This is an optimization exercise on Yosys and OpenROAD, whose aim is small area, a short achievable clock period and few clock cycles, not a production implementation. The RTL was checked by simulation tests, not by an equivalence proof against the original design. No activity file was given, so power comes from the tool's default toggle rates.

==> flow/design.v <==
module px4io_crc8_tab (
    input  wire [7:0] idx,
    output wire [7:0] val
);
    assign val[0] = idx[0] ^ idx[6] ^ idx[7];
    assign val[1] = idx[0] ^ idx[1] ^ idx[6];
    assign val[2] = idx[0] ^ idx[1] ^ idx[2] ^ idx[6];
    assign val[3] = idx[1] ^ idx[2] ^ idx[3] ^ idx[7];
    assign val[4] = idx[2] ^ idx[3] ^ idx[4];
    assign val[5] = idx[3] ^ idx[4] ^ idx[5];
    assign val[6] = idx[4] ^ idx[5] ^ idx[6];
    assign val[7] = idx[5] ^ idx[6] ^ idx[7];
endmodule
module px4io_engine (
    input  wire        clk,
    input  wire        rst,
    input  wire        cmd_valid,
    input  wire [7:0]  cmd,
    input  wire [7:0]  arg_mode,
    input  wire [7:0]  arg_page,
    input  wire [7:0]  arg_offset,
    input  wire [7:0]  arg_n,
    input  wire [7:0]  arg_retries,
    input  wire [15:0] arg_clear,
    input  wire [15:0] arg_set,
    input  wire        val_we,
    input  wire [4:0]  val_addr,
    input  wire [15:0] val_wdata,
    input  wire [4:0]  out_addr,
    output wire [15:0] out_rdata,
    output wire        link_req,
    output reg  [1:0]  link_op,
    output wire [7:0]  link_wdata,
    input  wire        link_ack,
    input  wire [1:0]  link_resp,
    input  wire [7:0]  link_rdata,
    output wire        busy,
    output reg         ready,
    output wire [7:0]  status,
    output reg  [7:0]  errinfo,
    output reg  [7:0]  result,
    output reg         flag,
    output reg  [2:0]  fault,
    output reg  [31:0] stall_cnt,
    output reg  [31:0] retry_cnt,
    output reg  [31:0] crcfail_cnt
);
    localparam [6:0] C_DEFAULT = 7'h01, C_CLEAR = 7'h02, C_BUILD = 7'h03,
                     C_CRC8    = 7'h04, C_CHECK = 7'h05, C_COUNT = 7'h06,
                     C_CODE    = 7'h07,
                     C_SETUP   = 7'h10, C_DISCARD = 7'h11, C_EXCHANGE = 7'h12,
                     C_NEW     = 7'h20, C_GET   = 7'h21, C_GET1  = 7'h22,
                     C_SET     = 7'h23, C_SET1  = 7'h24, C_MODIFY = 7'h25;
    localparam [1:0] OP_SETUP = 2'd0, OP_POLL = 2'd1, OP_WRITE = 2'd2, OP_FLUSH = 2'd3;
    localparam [1:0] R_OK = 2'd0, R_NODATA = 2'd1, R_ERR = 2'd2;   
    localparam [2:0] S_OK = 3'd0, S_COMM = 3'd1, S_ERROR_RESPONSE = 3'd2,
                     S_UNRESPONSIVE = 3'd4;
    localparam [2:0] F_NONE = 3'd0, F_BUSY_OVERLAP = 3'd1, F_ILLEGAL_CMD = 3'd2,
                     F_NOT_READY = 3'd3, F_BAD_COUNT = 3'd4, F_BAD_MODE = 3'd5;
    localparam [3:0] DRIVER_RETRIES = 4'd10;
    localparam [15:0] SENTINEL = 16'h55AA;
    localparam integer ST_IDLE  = 0,
                     ST_PKT   = 1,    
                     ST_SETUP = 2,    
                     ST_DISC  = 3,    
                     ST_DRAIN = 4,    
                     ST_WRITE = 5,    
                     ST_FLUSH = 6,    
                     ST_HDR   = 7,    
                     ST_BODY  = 8,    
                     ST_UNR   = 9,    
                     ST_BLDRX = 10,   
                     ST_ONE   = 11;   
    function [7:0] crc_t1;
    input [7:0] x;
    begin
        crc_t1[0] = x[0] ^ x[6] ^ x[7];
        crc_t1[1] = x[0] ^ x[1] ^ x[6];
        crc_t1[2] = x[0] ^ x[1] ^ x[2] ^ x[6];
        crc_t1[3] = x[1] ^ x[2] ^ x[3] ^ x[7];
        crc_t1[4] = x[2] ^ x[3] ^ x[4];
        crc_t1[5] = x[3] ^ x[4] ^ x[5];
        crc_t1[6] = x[4] ^ x[5] ^ x[6];
        crc_t1[7] = x[5] ^ x[6] ^ x[7];
    end
endfunction
    function [7:0] crc_t2;
    input [7:0] x;
    begin
        crc_t2[0] = x[0] ^ x[4] ^ x[6];
        crc_t2[1] = x[1] ^ x[4] ^ x[5] ^ x[6] ^ x[7];
        crc_t2[2] = x[0] ^ x[2] ^ x[4] ^ x[5] ^ x[7];
        crc_t2[3] = x[1] ^ x[3] ^ x[5] ^ x[6];
        crc_t2[4] = x[0] ^ x[2] ^ x[4] ^ x[6] ^ x[7];
        crc_t2[5] = x[1] ^ x[3] ^ x[5] ^ x[7];
        crc_t2[6] = x[2] ^ x[4] ^ x[6];
        crc_t2[7] = x[3] ^ x[5] ^ x[7];
    end
endfunction
    function [7:0] crc_t3;
    input [7:0] x;
    begin
        crc_t3[0] = x[0] ^ x[2] ^ x[3] ^ x[5] ^ x[7];
        crc_t3[1] = x[0] ^ x[1] ^ x[2] ^ x[4] ^ x[5] ^ x[6] ^ x[7];
        crc_t3[2] = x[1] ^ x[6];
        crc_t3[3] = x[0] ^ x[2] ^ x[7];
        crc_t3[4] = x[1] ^ x[3];
        crc_t3[5] = x[0] ^ x[2] ^ x[4];
        crc_t3[6] = x[0] ^ x[1] ^ x[3] ^ x[5];
        crc_t3[7] = x[1] ^ x[2] ^ x[4] ^ x[6];
    end
endfunction
    function [7:0] crc_t4;
    input [7:0] x;
    begin
        crc_t4[0] = x[4] ^ x[6] ^ x[7];
        crc_t4[1] = x[0] ^ x[4] ^ x[5] ^ x[6];
        crc_t4[2] = x[0] ^ x[1] ^ x[4] ^ x[5];
        crc_t4[3] = x[1] ^ x[2] ^ x[5] ^ x[6];
        crc_t4[4] = x[0] ^ x[2] ^ x[3] ^ x[6] ^ x[7];
        crc_t4[5] = x[1] ^ x[3] ^ x[4] ^ x[7];
        crc_t4[6] = x[2] ^ x[4] ^ x[5];
        crc_t4[7] = x[3] ^ x[5] ^ x[6];
    end
endfunction
    function [7:0] crc_t8;
    input [7:0] x;
    begin
        crc_t8[0] = x[0] ^ x[4] ^ x[7];
        crc_t8[1] = x[0] ^ x[1] ^ x[4] ^ x[5] ^ x[7];
        crc_t8[2] = x[1] ^ x[2] ^ x[4] ^ x[5] ^ x[6] ^ x[7];
        crc_t8[3] = x[2] ^ x[3] ^ x[5] ^ x[6] ^ x[7];
        crc_t8[4] = x[0] ^ x[3] ^ x[4] ^ x[6] ^ x[7];
        crc_t8[5] = x[1] ^ x[4] ^ x[5] ^ x[7];
        crc_t8[6] = x[2] ^ x[5] ^ x[6];
        crc_t8[7] = x[3] ^ x[6] ^ x[7];
    end
endfunction
    function [7:0] crc_t16;
    input [7:0] x;
    begin
        crc_t16[0] = x[7];
        crc_t16[1] = x[0] ^ x[7];
        crc_t16[2] = x[1] ^ x[7];
        crc_t16[3] = x[2];
        crc_t16[4] = x[3];
        crc_t16[5] = x[4];
        crc_t16[6] = x[5];
        crc_t16[7] = x[6];
    end
endfunction
    function [7:0] crc_t32;
    input [7:0] x;
    begin
        crc_t32[0] = x[6];
        crc_t32[1] = x[6] ^ x[7];
        crc_t32[2] = x[0] ^ x[6] ^ x[7];
        crc_t32[3] = x[1] ^ x[7];
        crc_t32[4] = x[2];
        crc_t32[5] = x[3];
        crc_t32[6] = x[4];
        crc_t32[7] = x[5];
    end
endfunction
    function [7:0] crc_t64;
    input [7:0] x;
    begin
        crc_t64[0] = x[4];
        crc_t64[1] = x[4] ^ x[5];
        crc_t64[2] = x[4] ^ x[5] ^ x[6];
        crc_t64[3] = x[5] ^ x[6] ^ x[7];
        crc_t64[4] = x[0] ^ x[6] ^ x[7];
        crc_t64[5] = x[1] ^ x[7];
        crc_t64[6] = x[2];
        crc_t64[7] = x[3];
    end
endfunction
    function [7:0] crc_tinv;
    input [7:0] x;
    begin
        crc_tinv[0] = x[0] ^ x[1] ^ x[2] ^ x[4] ^ x[5] ^ x[7];
        crc_tinv[1] = x[3] ^ x[4] ^ x[6] ^ x[7];
        crc_tinv[2] = x[1] ^ x[2];
        crc_tinv[3] = x[0] ^ x[2] ^ x[3];
        crc_tinv[4] = x[0] ^ x[1] ^ x[3] ^ x[4];
        crc_tinv[5] = x[1] ^ x[2] ^ x[4] ^ x[5];
        crc_tinv[6] = x[0] ^ x[2] ^ x[3] ^ x[5] ^ x[6];
        crc_tinv[7] = x[0] ^ x[1] ^ x[3] ^ x[4] ^ x[6] ^ x[7];
    end
endfunction
    function [7:0] crc16s;
        input [7:0]  c;
        input [15:0] s;
        crc16s = crc_t2(c ^ s[7:0]) ^ crc_t1(s[15:8]);
    endfunction
    function [7:0] crc32s;
        input [7:0]  c;
        input [31:0] w;
        crc32s = crc_t4(c ^ w[7:0]) ^ crc_t3(w[15:8]) ^ crc_t2(w[23:16]) ^ crc_t1(w[31:24]);
    endfunction
    reg [543:0] tx;           
    reg [543:0] rx;           
    reg [31:0]  hdr;          
    reg [511:0] val;          
    reg [511:0] outr;         
    reg [11:0] st;
    reg        c_buf;         
    reg        c_build, c_crc8, c_check;
    reg        c_new;
    reg        c_xchg;        
    reg        c_get;         
    reg        c_mod;         
    reg        mod2;          
    reg        clr_pend;      
    reg [5:0]  c_n;           
    reg [15:0] c_clear;
    reg [15:0] c_set;
    reg [7:0]  att;           
    reg [7:0]  rlim;          
    reg [3:0]  catt;          
    reg [2:0]  status_r;      
    reg [5:0]  idx;           
    reg [6:0]  rp;            
    reg [7:0]  wcur;          
    reg        wb;            
    reg        b_lst;         
    reg [7:0]  rcrc;          
    reg        cp_go;         
    reg        cp1;           
    reg [7:0]  pa;            
    reg        crc_done;      
    reg [7:0]  wk_c;          
    reg [4:0]  wk_w;          
    reg [5:0]  wk_rem;        
    reg        wk_on;         
    reg [4:0]  wk_rd;         
    reg [31:0] wk_wd;         
    reg        wk_v;          
    reg        wk_defer;      
    reg [2:0]  bk;            
    reg        rx_known, rx_ok;
    reg [7:0]  vcrc;          
    reg [5:0]  vlen;
    integer k;
    wire [6:0] d_code = cmd[6:0];
    wire       d_buf  = cmd[7];
    wire       d_pkt  = (d_code >= C_DEFAULT) && (d_code <= C_CODE);
    wire       d_reg  = (d_code >= C_GET) && (d_code <= C_MODIFY);
    wire       d_known = d_pkt ||
                         (d_code == C_SETUP) || (d_code == C_DISCARD) ||
                         (d_code == C_EXCHANGE) || (d_code == C_NEW) || d_reg;
    wire       d_illegal = !d_known || (d_buf && !d_pkt);
    wire       d_need_ready = (d_code == C_DISCARD) || (d_code == C_EXCHANGE) || d_reg;
    wire       d_has_n = (d_code == C_BUILD) || (d_code == C_CRC8) ||
                         (d_code == C_GET) || (d_code == C_SET);
    wire       d_bad_count = d_has_n && (arg_n > 8'd32);
    wire       d_bad_mode  = (d_code == C_BUILD) && (arg_mode[5:0] != 6'd0);
    wire       d_fault = d_illegal || (d_need_ready && !ready) || d_bad_count || d_bad_mode;
    wire       busy_r = !st[ST_IDLE];
    wire       active = !rst && (fault == F_NONE) && !(cmd_valid && busy_r);
    wire       iss    = active && !busy_r && cmd_valid && !d_fault;
    wire       i_default = iss && (d_code == C_DEFAULT);
    wire       i_clear   = iss && (d_code == C_CLEAR);
    wire       i_build   = iss && (d_code == C_BUILD);
    wire       i_crc8    = iss && (d_code == C_CRC8);
    wire       i_check   = iss && (d_code == C_CHECK);
    wire       i_new     = iss && (d_code == C_NEW);
    wire       i_get     = iss && (d_code == C_GET);
    wire       i_get1    = iss && ((d_code == C_GET1) || (d_code == C_MODIFY));
    wire       i_set     = iss && (d_code == C_SET);
    wire       i_set1    = iss && (d_code == C_SET1);
    wire       i_reg     = iss && d_reg;
    wire [7:0] d_b0 = d_buf ? rx[7:0] : tx[7:0];
    wire       i_check_run = i_check && (d_b0[5:0] <= 6'd32);
    wire       i_check_walk = i_check_run && d_buf && !rx_known;
    wire [5:0] n_iss = (i_get1 || i_set1) ? 6'd1 :
                       i_check ? d_b0[5:0] : arg_n[5:0];
    wire       s_zero = i_get || i_get1;
    wire       s_vcrc = (i_build || i_set || i_set1) && (vlen == n_iss);
    wire        wk_active = wk_on || wk_v;
    wire [4:0]  taddr   = wk_w | rp[6:2];
    reg [31:0] tx_word;
    always @(*) begin
        tx_word = 32'd0;
        for (k = 0; k < 17; k = k + 1) begin
            tx_word = tx_word | ({32{taddr == k}} & tx[32*k +: 32]);
        end
    end
    wire        wr_ok   = !wk_active && (crc_done || cp1);
    assign busy      = busy_r;
    assign status    = {5'd0, status_r};
    wire [31:0] osel;
    wire [15:0] og0, og1, og2, og3, on01, on23;
    px4io_dec5     u_odec (.a(out_addr), .y(osel));
    px4io_ao8x16   u_og0 (.s(osel[7:0]),   .d(outr[127:0]),   .q(og0));
    px4io_ao8x16   u_og1 (.s(osel[15:8]),  .d(outr[255:128]), .q(og1));
    px4io_ao8x16   u_og2 (.s(osel[23:16]), .d(outr[383:256]), .q(og2));
    px4io_ao8x16   u_og3 (.s(osel[31:24]), .d(outr[511:384]), .q(og3));
    px4io_nor2x16  u_on0 (.a(og0), .b(og1), .y(on01));
    px4io_nor2x16  u_on1 (.a(og2), .b(og3), .y(on23));
    px4io_nand2x16 u_ond (.a(on01), .b(on23), .y(out_rdata));
    assign link_wdata = wcur;
    wire [7:0]  tx_rbyte = tx_word[8*rp[1:0] +: 8];
    assign link_req  = st[ST_SETUP] || st[ST_DISC] || st[ST_DRAIN] ||
                       st[ST_FLUSH] || st[ST_HDR] || st[ST_BODY] ||
                       (st[ST_WRITE] && wr_ok);
    always @(*) begin
        case (1'b1)
            st[ST_SETUP]: link_op = OP_SETUP;
            st[ST_WRITE]: link_op = OP_WRITE;
            st[ST_FLUSH]: link_op = OP_FLUSH;
            default:  link_op = OP_POLL;
        endcase
    end
    wire call    = !rst && !cmd_valid && link_req && link_ack;
    wire r_data  = (link_resp == R_OK);
    wire r_nod   = (link_resp == R_NODATA);
    wire r_err   = (link_resp == R_ERR);
    wire [6:0] txlen = (tx[7:6] == 2'b01) ? ({tx[5:0], 1'b0} + 7'd4) : 7'd4;
    wire [5:0] h_cnt   = hdr[5:0];
    wire       rd_poll = call && (st[ST_HDR] || st[ST_BODY]);
    wire       rd_data = rd_poll && r_data;
    wire       h_last  = st[ST_HDR] && (idx[1:0] == 2'd3);
    wire       h_bad   = (hdr[7:6] != 2'b00) || (h_cnt > 6'd32);
    wire       b_last  = st[ST_BODY] && b_lst;
    wire       x_comp  = rd_data && ((h_last && !h_bad && (h_cnt == 6'd0)) || b_last);
    wire       x_rej   = rd_data && h_last && h_bad;
    wire       x_stall = rd_poll && r_nod && wb;
    wire       x_comm  = call && ((st[ST_WRITE] || st[ST_FLUSH]) ? r_err :
                                  (st[ST_HDR] || st[ST_BODY]) && !r_data && !r_nod);
    wire       x_abandon = x_rej || x_stall;
    wire       x_retry = x_abandon && (att != rlim);
    wire       x_unresp = x_abandon && (att == rlim);
    wire       accept  = (link_rdata == (rcrc ^ crc_tinv(hdr[15:8])));
    wire       p_acc   = x_comp && !c_xchg && accept;
    wire       p_fail  = x_comp && !c_xchg && !accept;
    wire       p_again = p_fail && (catt != DRIVER_RETRIES);
    wire       acc_get = p_acc && c_get;
    wire       acc_mod1 = p_acc && c_mod && !mod2;
    wire [7:0] b_0 = c_buf ? rx[7:0]   : tx[7:0];
    wire [7:0] b_2 = c_buf ? rx[23:16] : tx[23:16];
    wire [7:0] b_3 = c_buf ? rx[31:24] : tx[31:24];
    wire [7:0] ch0 = crc_t4(b_0) ^ crc_t2(b_2) ^ crc_t1(b_3);
    wire [7:0] ch1 = c_n[0] ? crc_t2(ch0) : ch0;
    wire [7:0] ch2 = c_n[1] ? crc_t4(ch1) : ch1;
    wire [7:0] ch3 = c_n[2] ? crc_t8(ch2) : ch2;
    wire [7:0] cf1 = c_n[3] ? crc_t16(pa) : pa;
    wire [7:0] cf2 = c_n[4] ? crc_t32(cf1) : cf1;
    wire [7:0] cf3 = c_n[5] ? crc_t64(cf2) : cf2;
    wire [7:0] crc_v = cf3 ^ wk_c;
    wire       fin   = active && cp1 && !wk_active && !st[ST_BLDRX] && !wk_defer;
    wire        rx_rot  = active && wk_on && c_buf;
    wire [31:0] wk_word = c_buf ? rx[63:32] : tx_word;
    wire [7:0] h3_now = st[ST_HDR] ? link_rdata : hdr[31:24];
    wire [5:0] b_n = arg_n[5:0];
    reg  [31:0] lt_n;            
    always @(*) begin
        for (k = 0; k < 32; k = k + 1)
            lt_n[k] = arg_n[5] || (arg_n[4:0] > k);
    end
    wire        cpy_now = active && st[ST_BLDRX];
    reg  [63:0] vgrp;
    reg  [31:0] lt_cn;           
    always @(*) begin
        vgrp = 64'd0;
        for (k = 0; k < 8; k = k + 1)
            vgrp = vgrp | ({64{bk == k}} & val[64*k +: 64]);
        for (k = 0; k < 32; k = k + 1)
            lt_cn[k] = (c_n > k);
    end
    wire rx_zero = rst || (i_default && d_buf) || i_new;
    wire rx_clr  = (i_clear && d_buf) || i_reg || p_again || (active && clr_pend);
    wire rx_bld  = i_build && d_buf;
    wire rx_hwr  = x_comp && !p_again;
    wire rx_crc  = fin && c_build && c_buf;
    wire rx_bw   = rd_data && st[ST_BODY];
    wire tx_zero = rst || (i_default && !d_buf) || i_new;
    wire tx_clr  = i_clear && !d_buf;
    wire tx_hdr  = (i_build && !d_buf) || i_reg;
    wire tx_crc  = fin && !(c_build && c_buf) && !c_crc8 && !c_check;
    wire tx_ldv  = (i_build && !d_buf) || i_set;
    wire [7:0] tx_b0 = i_build ? (arg_n | arg_mode) :
                       i_get ? {2'b00, arg_n[5:0]} :
                       i_get1 ? 8'h01 :
                       i_set ? {2'b01, arg_n[5:0]} : 8'h41;
    reg  [63:0]  bw_at;
    always @(*) begin
        for (k = 0; k < 64; k = k + 1)
            bw_at[k] = rx_bw && (idx == k);
    end
    wire [15:0] mod_s0 = {(bw_at[1] ? link_rdata : rx[47:40]), (bw_at[0] ? link_rdata : rx[39:32])};
    wire [15:0] mod_w  = (mod_s0 & ~c_clear) | c_set;
    reg [543:0] rx_nxt;
    reg [543:0] tx_nxt;
    reg         s_v, s_r, s_h, s_z, s_w;
    always @(*) begin
        rx_nxt[31:0] = rx[31:0];
        if (rx_zero || rx_clr)
            rx_nxt[31:0] = 32'd0;
        else if (rx_bld) begin
            rx_nxt[7:0]   = arg_n | arg_mode;
            rx_nxt[23:16] = arg_page;
            rx_nxt[31:24] = arg_offset;
        end else if (rx_hwr)
            rx_nxt[31:0] = {h3_now, hdr[23:0]};
        else if (rx_crc)
            rx_nxt[15:8] = crc_v;
        for (k = 0; k < 64; k = k + 1) begin
            s_r = (bw_at[k] && !rx_clr) || (cpy_now && ((k / 8) == bk) && lt_cn[k / 2]);
            s_h = !(rx_zero || rx_clr || s_r || rx_rot);
            rx_nxt[32 + 8*k +: 8] = ({8{s_r}} & (cpy_now ? vgrp[8*(k % 8) +: 8] : link_rdata)) |
                                    ({8{rx_rot}} & rx[32 + 8*((k + 4) % 64) +: 8]) |
                                    ({8{rx_clr}} & ((k % 2) ? SENTINEL[15:8] : SENTINEL[7:0])) |
                                    ({8{s_h}} & rx[32 + 8*k +: 8]);
        end
        tx_nxt[31:0] = tx[31:0];
        if (tx_zero || tx_clr)
            tx_nxt[31:0] = 32'd0;
        else if (tx_hdr) begin
            tx_nxt[7:0]   = tx_b0;
            tx_nxt[23:16] = arg_page;
            tx_nxt[31:24] = arg_offset;
        end else if (acc_mod1)
            tx_nxt[7:0] = 8'h41;
        else if (tx_crc)
            tx_nxt[15:8] = crc_v;
        for (k = 0; k < 32; k = k + 1) begin
            s_v = (tx_ldv && lt_n[k]) || (i_set1 && (k == 0));
            s_z = tx_zero || (i_get && lt_n[k]) || (i_get1 && (k == 0));
            s_w = acc_mod1 && (k == 0);
            s_h = !(s_v || s_z || s_w || tx_clr);
            tx_nxt[32 + 16*k +: 16] = ({16{s_v}} & val[16*k +: 16]) |
                                      ({16{tx_clr}} & SENTINEL) |
                                      ({16{s_w}} & mod_w) |
                                      ({16{s_h}} & tx[32 + 16*k +: 16]);
        end
    end
    always @(posedge clk) begin
        rx <= rx_nxt;
        tx <= tx_nxt;
    end
    wire [15:0] val_d = rst ? 16'd0 : val_wdata;
    always @(posedge clk) begin
        for (k = 0; k < 32; k = k + 1)
            if (rst || (val_we && (fault == F_NONE) && (val_addr == k)))
                val[16*k +: 16] <= val_d;
    end
    always @(posedge clk) begin
        for (k = 0; k < 32; k = k + 1)
            if (rst || (acc_get && (c_n > k)) || (acc_mod1 && (k == 0)))
                outr[16*k +: 16] <= rx_nxt[32 + 16*k +: 16];
    end
    always @(posedge clk) begin
        if (rst) begin
            hdr <= 32'd0;
            st <= 12'd1 << ST_IDLE;
            c_buf <= 1'b0;
            c_build <= 1'b0;
            c_crc8 <= 1'b0;
            c_check <= 1'b0;
            c_new <= 1'b0;
            c_xchg <= 1'b0;
            c_get <= 1'b0;
            c_mod <= 1'b0;
            mod2 <= 1'b0;
            clr_pend <= 1'b0;
            c_n <= 6'd0;
            c_clear <= 16'd0;
            c_set <= 16'd0;
            att <= 8'd0;
            rlim <= 8'd0;
            catt <= 4'd0;
            idx <= 6'd0;
            b_lst <= 1'b0;
            rp <= 7'd0;
            wcur <= 8'd0;
            wb <= 1'b0;
            rcrc <= 8'd0;
            cp_go <= 1'b0;
            cp1 <= 1'b0;
            pa <= 8'd0;
            crc_done <= 1'b0;
            wk_c <= 8'd0;
            wk_w <= 5'd0;
            wk_rem <= 6'd0;
            wk_on <= 1'b0;
            wk_rd <= 5'd0;
            wk_wd <= 32'd0;
            wk_v <= 1'b0;
            wk_defer <= 1'b0;
            bk <= 3'd0;
            vcrc <= 8'd0;
            vlen <= 6'd0;
            rx_known <= 1'b1;
            rx_ok <= 1'b1;
            ready <= 1'b0;
            status_r <= S_OK;
            errinfo <= 8'd0;
            result <= 8'd0;
            flag <= 1'b0;
            fault <= F_NONE;
            stall_cnt <= 32'd0;
            retry_cnt <= 32'd0;
            crcfail_cnt <= 32'd0;
        end else if (fault != F_NONE) begin
            st <= 12'd1 << ST_IDLE;
        end else if (cmd_valid && busy_r) begin
            fault <= F_BUSY_OVERLAP;
            st <= 12'd1 << ST_IDLE;
        end else begin
            if (val_we) begin
                if (val_addr == 5'd0) begin
                    vcrc <= crc16s(8'd0, val_wdata);
                    vlen <= 6'd1;
                end else if ({1'b0, val_addr} == vlen) begin
                    vcrc <= crc16s(vcrc, val_wdata);
                    vlen <= vlen + 6'd1;
                end else if ({1'b0, val_addr} < vlen) begin
                    vcrc <= 8'd0;
                    vlen <= 6'd0;
                end
            end
            clr_pend <= acc_mod1;
            if (rx_bw && c_xchg)
                rx_known <= 1'b0;
            if (rx_hwr) begin
                rx_known <= 1'b1;
                rx_ok <= accept;
            end
            if (rx_zero || rx_clr || rx_crc) begin
                rx_known <= 1'b1;
                rx_ok <= 1'b1;
            end
            if (cp_go) begin
                pa <= ch3;
                cp1 <= 1'b1;
                cp_go <= 1'b0;
            end
            wk_v <= wk_on && (wk_rd != 5'd0);
            if (wk_on) begin
                wk_wd <= wk_word;
                if (wk_rd != 5'd0)
                    wk_rd <= wk_rd - 5'd1;
                wk_on <= c_buf ? (wk_w != 5'd16) : (wk_rd > 5'd1);
                wk_w <= (c_buf ? (wk_w != 5'd16) : (wk_rd > 5'd1)) ? wk_w + 5'd1 : 5'd0;
            end
            if (wk_v) begin
                if (wk_rem == 6'd1) begin
                    wk_c <= crc16s(wk_c, wk_wd[15:0]);
                    wk_rem <= 6'd0;
                end else begin
                    wk_c <= crc32s(wk_c, wk_wd);
                    wk_rem <= wk_rem - 6'd2;
                end
            end
            if (fin) begin
                cp1 <= 1'b0;
                if (c_crc8)
                    result <= crc_v;
                if (c_check)
                    flag <= (crc_v == (c_buf ? rx[15:8] : tx[15:8]));
                if (!c_build && !c_crc8 && !c_check)
                    crc_done <= 1'b1;
                if (st[ST_PKT]) begin
                    st <= 12'd1 << ST_IDLE;
                end
            end
            if (rd_data)
                rcrc <= crc_t1(rcrc ^ ((st[ST_HDR] && (idx[1:0] == 2'd1)) ? 8'd0 : link_rdata));
            case (1'b1)
            st[ST_IDLE]: begin
                if (cmd_valid) begin
                    if (d_illegal)
                        fault <= F_ILLEGAL_CMD;
                    else if (d_need_ready && !ready)
                        fault <= F_NOT_READY;
                    else if (d_bad_count)
                        fault <= F_BAD_COUNT;
                    else if (d_bad_mode)
                        fault <= F_BAD_MODE;
                    else begin
                        c_buf   <= d_buf;
                        c_build <= (d_code == C_BUILD);
                        c_crc8  <= (d_code == C_CRC8);
                        c_check <= (d_code == C_CHECK);
                        c_new   <= (d_code == C_NEW);
                        c_xchg  <= (d_code == C_EXCHANGE);
                        c_get   <= (d_code == C_GET) || (d_code == C_GET1);
                        c_mod   <= (d_code == C_MODIFY);
                        mod2    <= 1'b0;
                        c_n     <= n_iss;
                        c_clear <= arg_clear;
                        c_set   <= arg_set;
                        rp      <= 7'd0;
                        case (d_code)
                        C_BUILD, C_CRC8: begin
                            st <= 12'd1 << ST_PKT;
                            bk <= 3'd0;
                            if (i_build && d_buf && (arg_n[5:0] != 6'd0))
                                st <= 12'd1 << ST_BLDRX;
                        end
                        C_CHECK: begin
                            if (!i_check_run)
                                flag <= 1'b0;
                            else if (!i_check_walk) begin
                                flag <= d_buf ? rx_ok : 1'b1;
                                st <= 12'd1 << ST_ONE;
                            end else begin
                                st <= 12'd1 << ST_PKT;
                            end
                        end
                        C_COUNT: result <= {2'b00, d_b0[5:0]};
                        C_CODE:  result <= {d_b0[7:6], 6'd0};
                        C_SETUP, C_NEW: begin
                            st <= 12'd1 << ST_SETUP;
                        end
                        C_DISCARD: begin
                            st <= 12'd1 << ST_DISC;
                        end
                        C_EXCHANGE: begin
                            if (arg_retries == 8'd0)
                                st <= 12'd1 << ST_UNR;
                            else begin
                                st <= 12'd1 << ST_DRAIN;
                                rlim <= arg_retries;
                                att <= 8'd1;
                                wb <= 1'b0;
                                crc_done <= 1'b1;
                            end
                        end
                        C_GET, C_GET1, C_SET, C_SET1, C_MODIFY: begin
                            st <= 12'd1 << ST_DRAIN;
                            rlim <= {4'd0, DRIVER_RETRIES};
                            att <= 8'd1;
                            catt <= 4'd1;
                            wb <= 1'b0;
                            crc_done <= 1'b0;
                        end
                        default: ;
                        endcase
                        if (i_build || i_crc8 || i_check_walk || i_reg) begin
                            cp_go <= 1'b1;
                            cp1 <= 1'b0;
                            wk_w <= (!(s_zero || s_vcrc) && (n_iss != 6'd0)) ? 5'd1 : 5'd0;
                            wk_c <= s_vcrc ? vcrc : 8'd0;
                            wk_rem <= (s_zero || s_vcrc) ? 6'd0 : n_iss;
                            wk_on <= !(s_zero || s_vcrc) && (n_iss != 6'd0);
                            wk_rd <= n_iss[5:1] + {4'd0, n_iss[0]};
                            wk_v <= 1'b0;
                            wk_defer <= 1'b0;
                            if (i_build && d_buf) begin
                                wk_on <= 1'b0;
                                wk_w <= 5'd0;
                                wk_defer <= !s_vcrc && (n_iss != 6'd0);
                            end
                        end
                    end
                end
            end
            st[ST_BLDRX]: begin
                bk <= bk + 3'd1;
                if (({1'b0, bk, 2'b00} + 6'd4) >= c_n) begin
                    st <= 12'd1 << ST_PKT;
                    if (wk_defer) begin
                        wk_defer <= 1'b0;
                        wk_on <= 1'b1;
                        wk_w <= 5'd1;
                        wk_rd <= c_n[5:1] + {4'd0, c_n[0]};
                    end
                end
            end
            st[ST_ONE]: begin
                st <= 12'd1 << ST_IDLE;
            end
            st[ST_UNR]: begin
                status_r <= S_UNRESPONSIVE;
                st <= 12'd1 << ST_IDLE;
            end
            st[ST_SETUP]: begin
                if (call) begin
                    if (r_err) begin
                        if (c_new) ready <= 1'b0;
                        errinfo <= link_rdata;
                        status_r <= S_COMM;
                        st <= 12'd1 << ST_IDLE;
                    end else if (r_data) begin
                        ready <= 1'b1;
                        status_r <= S_OK;
                        st <= 12'd1 << ST_IDLE;
                    end
                end
            end
            st[ST_DISC]: begin
                if (call && !r_data) begin
                    status_r <= S_OK;
                    st <= 12'd1 << ST_IDLE;
                end
            end
            st[ST_DRAIN]: begin
                if (call && !r_data) begin
                    wcur <= tx[7:0];
                    rp <= 7'd1;
                    st <= 12'd1 << ST_WRITE;
                end
            end
            st[ST_WRITE]: begin
                if (call && r_data) begin
                    if (rp == txlen)
                        st <= 12'd1 << ST_FLUSH;
                    else begin
                        wcur <= (rp == 7'd1) ? (crc_done ? tx[15:8] : crc_v) : tx_rbyte;
                        rp <= rp + 7'd1;
                    end
                end
            end
            st[ST_FLUSH]: begin
                if (call && r_data) begin
                    idx <= 6'd0;
                    rcrc <= 8'd0;
                    st <= 12'd1 << ST_HDR;
                end
            end
            st[ST_HDR], st[ST_BODY]: begin
                if (rd_data) begin
                    wb <= 1'b0;
                    if (st[ST_HDR]) begin
                        case (idx[1:0])
                            2'd0: hdr[7:0]   <= link_rdata;
                            2'd1: hdr[15:8]  <= link_rdata;
                            2'd2: hdr[23:16] <= link_rdata;
                            default: hdr[31:24] <= link_rdata;
                        endcase
                    end
                    b_lst <= st[ST_BODY] && (({1'b0, idx} + 7'd2) == {h_cnt, 1'b0});
                    if (h_last) begin
                        idx <= 6'd0;
                        if (!h_bad && (h_cnt != 6'd0))
                            st <= 12'd1 << ST_BODY;
                    end else
                        idx <= idx + 6'd1;
                end else if (rd_poll && r_nod)
                    wb <= 1'b1;
            end
            default: ;
            endcase
            if (x_comm) begin
                errinfo <= link_rdata;
                status_r <= S_COMM;
                st <= 12'd1 << ST_IDLE;
            end
            if (x_abandon && x_stall)
                stall_cnt <= stall_cnt + 32'd1;
            if (x_retry) begin
                att <= att + 8'd1;
                retry_cnt <= retry_cnt + 32'd1;
                wb <= 1'b0;
                st <= 12'd1 << ST_DRAIN;
            end
            if (x_unresp) begin
                status_r <= S_UNRESPONSIVE;
                st <= 12'd1 << ST_IDLE;
            end
            if (x_comp) begin
                result <= {1'b0, h_cnt, 1'b0} + 8'd4;
                if (c_xchg) begin
                    status_r <= S_OK;
                    st <= 12'd1 << ST_IDLE;
                end else if (p_fail) begin
                    crcfail_cnt <= crcfail_cnt + 32'd1;
                    if (p_again) begin
                        catt <= catt + 4'd1;
                        att <= 8'd1;
                        wb <= 1'b0;
                        st <= 12'd1 << ST_DRAIN;
                    end else begin
                        status_r <= S_ERROR_RESPONSE;
                        st <= 12'd1 << ST_IDLE;
                    end
                end else if (acc_mod1) begin
                    mod2 <= 1'b1;
                    catt <= 4'd1;
                    att <= 8'd1;
                    wb <= 1'b0;
                    st <= 12'd1 << ST_DRAIN;
                    crc_done <= 1'b0;
                    cp_go <= 1'b1;
                    cp1 <= 1'b0;
                    wk_w <= 5'd0;
                    rp <= 7'd0;
                    wk_c <= crc16s(8'd0, mod_w);
                    wk_rem <= 6'd0;
                    wk_on <= 1'b0;
                    wk_v <= 1'b0;
                end else begin
                    status_r <= S_OK;
                    st <= 12'd1 << ST_IDLE;
                end
            end
        end
    end
endmodule
module px4io_dec5 (
    input  wire [4:0]  a,
    output reg  [31:0] y
);
    integer k;
    always @(*) begin
        for (k = 0; k < 32; k = k + 1)
            y[k] = (a == k);
    end
endmodule
module px4io_ao8x16 (
    input  wire [7:0]   s,
    input  wire [127:0] d,
    output reg  [15:0]  q
);
    integer k;
    always @(*) begin
        q = 16'd0;
        for (k = 0; k < 8; k = k + 1)
            q = q | ({16{s[k]}} & d[16*k +: 16]);
    end
endmodule
module px4io_nor2x16 (
    input  wire [15:0] a,
    input  wire [15:0] b,
    output wire [15:0] y
);
    assign y = ~(a | b);
endmodule
module px4io_nand2x16 (
    input  wire [15:0] a,
    input  wire [15:0] b,
    output wire [15:0] y
);
    assign y = ~(a & b);
endmodule
==> flow/flow/run.sh <==
#!/bin/bash
set -euo pipefail
export BUFFER_PORTS_ARGS="-buffer_cell sky130_fd_sc_hd__buf_2"
sed 's/"\${@:-finish}"/ABC_LOAD_IN_FF=35 "${@:-finish}"/' standard.sh > standard_abc.sh
grep -q 'ABC_LOAD_IN_FF=35 ' standard_abc.sh
bash standard_abc.sh > flow_make.log 2>&1
==> flow/standard.sh <==
#!/bin/bash
# synth_recipe.tcl (not shown) runs the flow's synth.tcl, then flattens the netlist and writes it again
# the make line also repeats each setting of config.mk as NAME=value (left out here)
make -C /OpenROAD-flow-scripts/flow DESIGN_CONFIG=/design/flow/config.mk WORK_HOME=/design/flow/orfs CLKGATE_MAP_FILE= SYNTH_SCRIPT=/design/flow/synth_recipe.tcl "${@:-finish}"
==> flow/config.mk <==
export PLATFORM = sky130hd
export DESIGN_NAME = px4io_engine
export DESIGN_NICKNAME = px4io_engine
export VERILOG_FILES = /design/flow/design.v
export SDC_FILE = /design/flow/constraint.sdc
export NUM_CORES = 8
export LEC_CHECK = 0
export CAP_MARGIN = 40
export CORE_MARGIN = 2
export CORE_UTILIZATION = 30
export CTS_CLUSTER_DIAMETER = 80
export CTS_CLUSTER_SIZE = 16
export SETUP_SLACK_MARGIN = 4.8
export SLEW_MARGIN = 40
export SYNTH_HIERARCHICAL = 1
==> flow/constraint.sdc <==
create_clock -name core_clock -period 10.0 [get_ports {clk}]
set_input_delay 2.0000 -clock core_clock [delete_from_list [all_inputs] [get_ports {clk}]]
set_output_delay 2.0000 -clock core_clock [all_outputs]
set_load 0.01 [all_outputs]
==> run notes <==
cells by family after synthesis:
kind of cell,share of synthesized area [%]
other,0.00340
and+or+nand+nor,12.3
buffers and inverters,6.40
xor gates and xnor gates,4.61
AOI/OAI and AO/OA,20.4
adders and majority gates,0.510
muxes,1.79
DFF,54.0
per-module statistics from Yosys (local to each module, per instance):
module / cell area (um^2) / flip-flops and latches
px4io_ao8x16: 953 / 0
px4io_nand2x16: 180 / 0
px4io_nor2x16: 180 / 0
px4io_dec5: 621 / 0
px4io_engine: 105000 / 2464
routing by layer:
layer	vias up	wire length [um]
li1	37400	-
met1	45000	182000
met2	6543	209000
met3	1601	64700
met4	32	38700
met5	-	263
state kept, by name, indices dropped and copies added, names as in the netlist, 12 cells and up:
signal	cells
c_clear	16
c_set	16
crcfail_cnt	32
hdr	32
outr	512
retry_cnt	32
rx	544
st	12
stall_cnt	32
tx	544
val	512
wk_wd	32
final cells by class:
type	instances	area, um^2	share of cell area [%]
flip-flops and latches	2464	59600	46.4
multi-input cells	6329	48900	38.0
repair buffers	819	8010	6.24
well taps	4816	6030	4.69
clock buffers	296	5140	4.00
clock inverters	33	475	0.370
inverters	78	293	0.228
diodes	16	40.0	0.0312
path summary, 6_finish.rpt:
path         slack [ns]   startpoint  cells past startpoint            end
max                4.23  out_addr[0]                     11  out_rdata[15]
max reg2reg        4.57        rp[2]                     13        wcur[3]
min reg2reg        0.44     val[452]                      1        tx[484]
min                0.44     val[452]                      1        tx[484]
power by group through the flow:
stage                     sequential [uW]  clock (uW)  combinational [uW]
after global routing                10800        7900                1550
after detailed placement            11000           0                1360
after floorplan                     11000           0                 747
final                               10800        7530                1530
after global placement              11000           0                1300
after CTS                           10800        7560                1450
stage by stage:
stage	setup WS (ns)	total power, uW	std cells	utilization (%)
2_1_floorplan	4.32	11700	10500	-
6_report	4.23	19900	14900	35.1
5_1_grt	4.23	20300	14800	35.1
4_1_cts	4.31	19800	14800	34.8
3_5_place_dp	2.36	12400	14300	32.4
3_3_place_gp	2.37	12300	14200	32.0
repair_timing:
action                     in CTS  in global routing
gates resized for setup       214                 73
buffers inserted              150                 43
gates cloned                   16                  3
setup endpoints to repair    1634                935
pin swaps                     136                 42
cells in the mapped netlist, types with 200 or more instances:
cell type / n
xnor2_1: 302
nand2_1: 642
dfxtp_1: 1440
edfxtp_1: 1024
clkbuf_1: 1301
nor2_1: 827
a22oi_1: 372
xor2_1: 200
nand3_1: 508
a22o_1: 298
a21oi_1: 634
a221o_1: 504
==> flow_metrics.env <==
export IMPL_use_met3_pct=8.28
export IMPL_hold_buffers=0
export IMPL_area_growth_pct=16.4
export IMPL_irDropWorstVdd_uv=152
export IMPL_cpPeakStageDelay_ns=0.32
export IMPL_io_buffers=268
export IMPL_globalRouteMet1Util_pct=31.6
export IMPL_synthDominantCellAreaShare_pct=27.9
export IMPL_clkTransAtPathRegs_ns=0.07
export IMPL_path_buf_inv=5
export IMPL_worstPathArrival_ns=3.77
export IMPL_vias=90500
export IMPL_routed_wl_um=495000
export IMPL_grt_pass1_wl_um=673000
export IMPL_cell_internal_pwr_uw=14800
export IMPL_worstMarginPinSlew_ns=0.991
export IMPL_drive_above_1_share_pct=22.5
export IMPL_seq_area_frac_synth_pct=54.0
export IMPL_max_slew_margin_pct=33.8
export IMPL_layout_commonest_cell="dfxtp_1"
export IMPL_setup_tns_final_ns=0
export IMPL_crit_chain="buf_12 -> or3b_4 -> buf_12 -> nor2_8 -> buf_12 -> buf_16 -> a22oi_2 -> nand4_4 -> nor2_4 -> nand2_4 -> buf_6"
export IMPL_netlist_top_cells_area="edfxtp_1 (28%), dfxtp_1 (26%), a221o_1 (4.6%), clkbuf_1 (4.4%), a21oi_1 (2.9%)"
export IMPL_power_density_nw_per_um2=155
export IMPL_clock_sinks=2464
export IMPL_critPathLaunchType="input port"
export IMPL_required_ns=8.00
export IMPL_start_util_pct=30.2
export IMPL_first_pass_iters=9
export IMPL_synth_edff_count=1024
export IMPL_end_kind="output port"
export IMPL_seq_power_share_pct=54.4
export IMPL_p_comb_share_pct=7.7
export IMPL_syn_area_um2=110000
export IMPL_cts_tree="built"
export IMPL_cts_max_level=4
export IMPL_met2_usage_pct=37.4
export IMPL_ys_ff_latch=2464
export IMPL_finalMaxSlewViolations=0
export IMPL_top_usage_layer="met2"
export IMPL_min_period_ns=5.77
export IMPL_grt_pass1_vias=84100
export IMPL_drc_errors=0
export IMPL_finalHoldViolCount=0
export IMPL_final_cell_area_um2=128000
export IMPL_clk_path_buf_depth=4
export IMPL_fp_row_count=222
export IMPL_maxCapViolations=0
export IMPL_gp_congestion=0.983
export IMPL_synth_ff_type="dfxtp_1"
export IMPL_cts_made_buffers=186
export IMPL_switchingPower_uw=5110
export IMPL_cpMostUsedCell="buf_12"
export IMPL_nets=10000
export IMPL_ant_nets=0
export IMPL_grt_use_total_pct=25.3
export IMPL_hold_path_class="flop to flop"
export IMPL_synth_avg_cell_area_um2=10.5
export IMPL_drt_vias_per_instance=6.09
export IMPL_synth_area_leader_cell="edfxtp_1"
export IMPL_coreArea_um2=366000
export IMPL_grt_setup_unrepaired="yes"
export IMPL_async_flop_share_pct=0
export IMPL_ys_types=110
export IMPL_dieArea_um2=373000
export IMPL_clock_latency_ns=0.95
export IMPL_outcome="timing/DRC/antenna clean"
export IMPL_sw_frac_of_total_pct=25.7
export IMPL_n_fill_cell=35900
export IMPL_mostFrequentLayoutCells="dfxtp_1 (1432), edfxtp_1 (1024), nor2_1 (790)"
export IMPL_die_h_um=610
export IMPL_wl_per_cell_um=33.3
export IMPL_hold_ws_ns=0.440
export IMPL_grt_overflow=0
export IMPL_synthCells=10500
export IMPL_hpwl_um=334000
export IMPL_min_period_over_period_pct=57.7
export IMPL_skew_ns=0.123
export IMPL_grt_max_degree=144
export IMPL_die_width_um=610
export IMPL_p_clk_share_pct=37.9
export IMPL_yosys_warnings=9
export IMPL_crit_type="input port to output port"
export IMPL_path_delay_family="simple AND/OR/NAND/NOR gates"
export IMPL_pin_count=274
export IMPL_cts_root_buf="clkbuf_16"
export IMPL_cp_slowest_cell="a22oi_2"
export IMPL_antenna_found_initial=36
export IMPL_crit_fanout=8
export IMPL_leakage_uw=0.0460
export IMPL_setup_viol=0
export IMPL_drt_iter0_drc=15000
export IMPL_placed_cell_area_um2=119000
export IMPL_fmax_mhz=173
Testbench counts, summed over its fixed seeds: cycles 47,038.

-- re-timing with driven ports --
Ports are ideal in the flow. The routed layout listed here was re-timed in OpenROAD.
Step 1: set_driving_cell puts a clkbuf_16 on clk and a buf_2 on each other input, an assumption about the parent block.
Step 2, shift: input delay + t, output delay - t, t = (earliest + latest rising clock arrival at the registers) / 2. This alone moves slack from input paths to output paths.
Slacks: ideal ports / drivers / drivers and shift; pairs: ideal ports / drivers.
shift t [ns]: 0.991
setup slack, ns: 4.231 / 4.183 / 3.801
worst setup path after step 2: input to register
latest minus earliest clock arrival (ns): 0.125 / 0.124
worst slew at a driven data input, ns: 0.18
After both steps this run still meets setup and hold. For this run, drivers alone change the setup slack by -0.048 ns; drivers and shift together by -0.430 ns.
